From an optimization exercise on the open Yosys and OpenROAD flow, aimed at small area, a short achievable clock period and few clock cycles per item; shortcuts taken in it are not production practice. Only simulation tests tie the RTL to the original design; equivalence was not proved.

==> inputs of trial 37 <==
// strumok_core
module strumok_core (
    input  wire        clk,
    input  wire        rst,
    input  wire        in_valid,
    output wire        in_ready,
    input  wire [63:0] in_data,
    output reg         out_valid,
    input  wire        out_ready,
    output reg  [63:0] out_data
);
clock: 15.0 ns
lec_check: 0
cap_margin: 20
core_margin: 2
core_utilization: 35
slew_margin: 20
standard.sh (not shown) runs the stock make flow with config.mk's settings and CLKGATE_MAP_FILE= SYNTH_SCRIPT=/design/flow/synth_recipe.tcl, a recipe that flattens the netlist after the stock synthesis.
==> flow/flow/run.sh <==
#!/bin/bash
set -euo pipefail
bash standard.sh SETUP_SLACK_MARGIN=9 finish > standard_flow.log 2>&1
==> inputs of trial 60, as changes to trial 37 <==
--- a/flow/design.v
+++ b/flow/design.v
@@ -52,22 +52,24 @@
                 for (k = 0; k < 64; k = k + 1)
                     if ((k / d) % 2 == 1) begin
                         g[k] = g[k] | (p[k] & g[(k / d) * d - 1]);
                         p[k] = p[k] & p[(k / d) * d - 1];
                     end
             add64 = h ^ {g[62:0], 1'b0};
         end
     endfunction
-    function [63:0] diffuse(input [63:0] w);
-        diffuse = add64(dif_lo0(w[ 3: 0]), {dif_hi(w[ 7: 4]), 4'd0})
+    function [63:0] diffuse_a(input [63:0] w);
+        diffuse_a = add64(dif_lo0(w[ 3: 0]), {dif_hi(w[ 7: 4]), 4'd0})
                 ^ add64(dif_lo1(w[11: 8]), {dif_hi(w[15:12]), 4'd0})
                 ^ add64(dif_lo2(w[19:16]), {dif_hi(w[23:20]), 4'd0})
-                ^ add64(dif_lo3(w[27:24]), {dif_hi(w[31:28]), 4'd0})
-                ^ add64(dif_lo4(w[35:32]), {dif_hi(w[39:36]), 4'd0})
+                ^ add64(dif_lo3(w[27:24]), {dif_hi(w[31:28]), 4'd0});
+    endfunction
+    function [63:0] diffuse_b(input [63:0] w);
+        diffuse_b = add64(dif_lo4(w[35:32]), {dif_hi(w[39:36]), 4'd0})
                 ^ add64(dif_lo5(w[43:40]), {dif_hi(w[47:44]), 4'd0})
                 ^ add64(dif_lo6(w[51:48]), {dif_hi(w[55:52]), 4'd0})
                 ^ add64(dif_lo7(w[59:56]), {dif_hi(w[63:60]), 4'd0});
     endfunction
     function [63:0] mul_alpha(input [63:0] w);
         mul_alpha = {w[55:0], 8'h00} ^ add64(am_t(w[59:56]), {am_t(w[63:60]), 4'd0});
     endfunction
     function [63:0] mul_alpha_inv(input [63:0] w);
@@ -91,17 +93,18 @@
     reg  [2:0]  ph;
     reg         keyed;
     reg         k512;
     reg         crypt;
     reg  [5:0]  cnt;
     reg  [2:0]  kph;          
     reg  [63:0] ring [0:7];
     reg  [63:0] s   [0:15];
-    reg  [63:0] r1, r2;
+    reg  [63:0] r1, r2a, r2b;
+    wire [63:0] r2 = r2a ^ r2b;
     reg         hold_v;
     reg  [63:0] hold_d;
     wire [63:0] src   = hold_v ? hold_d : in_data;
     wire        src_v = hold_v | in_valid;
     reg         in_rdy;       
     assign in_ready = in_rdy;
     wire [3:0] op    = src[3:0];
     wire [3:0] rsv   = src[7:4];
@@ -173,19 +176,19 @@
             4'd14: begin ksel = 3'd1; kcomp = 1'b1; end
             default: begin ksel = 3'd0; end
         endcase
     end
     wire [2:0]  kidx = ksel - kph;
     wire [63:0] ldv = ring[kidx] ^ {64{kcomp}} ^ (kiv ? src : 64'd0);
     wire        fb_on = (ph == P_SCHED) && !cnt[5];
     wire [63:0] fb    = add64(r1, s[15]) ^ r2;
-    wire [63:0] nv    = mul_alpha(s[0]) ^ s[13] ^ mul_alpha_inv(s[11]) ^ (fb_on ? fb : 64'd0);
+    reg  [63:0] lin;
+    wire [63:0] nv    = lin ^ (fb_on ? fb : 64'd0);
     wire [63:0] r1n   = add64(r2, s[13]);
-    wire [63:0] r2n   = diffuse(r1);
     wire [63:0] g     = fb ^ s[0];
     wire out_free = !out_valid || out_ready;
     wire [3:0] nkw = k512 ? 4'd7 : 4'd3;
     wire p_idle  = (ph == P_IDLE);
     wire p_key   = (ph == P_KEY);
     wire p_load  = (ph == P_LOAD);
     wire p_sched = (ph == P_SCHED);
     wire p_run   = (ph == P_RUN);
@@ -200,23 +203,26 @@
             hold_d <= in_data;
         for (j = 0; j < 7; j = j + 1)
             ring[j] <= ring[j+1];
         ring[7] <= (kwr && src_v) ? src : ring[0];
         if (adv) begin
             for (j = 0; j < 15; j = j + 1)
                 s[j] <= s[j+1];
             s[15] <= p_load ? ldv : nv;
+            lin   <= mul_alpha(s[1]) ^ s[14] ^ mul_alpha_inv(s[12]);
         end
         if (p_load) begin
             r1 <= 64'd0;
-            r2 <= 64'd0;
+            r2a <= 64'd0;
+            r2b <= 64'd0;
         end else if (adv) begin
             r1 <= r1n;
-            r2 <= r2n;
+            r2a <= diffuse_a(r1);
+            r2b <= diffuse_b(r1);
         end
         if (p_idle && take)
             out_data <= {56'd0, dec_status};
         else if (p_run && adv)
             out_data <= g ^ (crypt ? src : 64'd0);
     end
     always @(posedge clk) begin
         if (rst) begin
==> flow/flow/run.sh (replaced) <==
#!/bin/bash
set -euo pipefail
bash standard.sh SETUP_SLACK_MARGIN=10 finish > standard_flow.log 2>&1
CAP_MARGIN = 40   (was 20)
CORE_UTILIZATION = 50   (was 35)
SLEW_MARGIN = 30   (was 20)
==> results.tsv <==
stage	metric	value	unit
status	outcome	timing/DRC/antenna clean	
timing	holdWs	312	ps
cells_and_area	nNetsFinal	12012	
cells_and_area	nonClkBufAreaFrac	0.0297	
synth	yosysSeqAreaShare	0.423	
floorplanning	taps	4160	
global_routing	grt_max_degree	142	
the above is filed under trial 37

==> results.tsv <==
stage	metric	value	unit
floorplanning	taps	3026	
cells_and_area	nonClkBufAreaFrac	0.0558	
cells_and_area	final-clk-cell-share	0.0464	
timing	holdWs	320	ps
status	outcome	timing/DRC/antenna clean	
global_routing	grt_max_degree	165	
synth	yosysSeqAreaShare	0.433	
cells_and_area	nNetsFinal	12951	
the above is filed under trial 60

Testbench counts of trial 37, summed over its fixed seeds: cycles 8,432, blocks 392.
Testbench counts of trial 60, summed over its fixed seeds: cycles 8,432, blocks 392.

static timing again, ports no longer ideal:
The flow's constraints put no driver on any port. The routed layouts listed below were extracted and timed again, unchanged, in two steps.
Step 1 (the two cells are an assumption about what drives the block):
set clk [get_ports {clk}]
set_driving_cell -lib_cell sky130_fd_sc_hd__clkbuf_16 $clk
set_driving_cell -lib_cell sky130_fd_sc_hd__buf_2 [delete_from_list [all_inputs] $clk]
Step 2, shift: input delay + t, output delay - t, t = (earliest + latest rising clock arrival at the registers) / 2. This alone moves slack from input paths to output paths.
Three values: ideal, step 1, step 2; two values: the first two.
| run | shift t [ns] | setup slack, ns | cell pins on the clock port's net |
|---|---|---|---|
| trial 37 | 0.929 | 8.968 / 8.968 / 8.247 | 1 |
| trial 60 | 0.889 | 9.849 / 9.849 / 9.097 | 1 |
After both steps every run listed still meets setup and hold. For trial 60, which loses most, drivers alone change the setup slack by 0.000 ns; drivers and shift together by -0.752 ns.
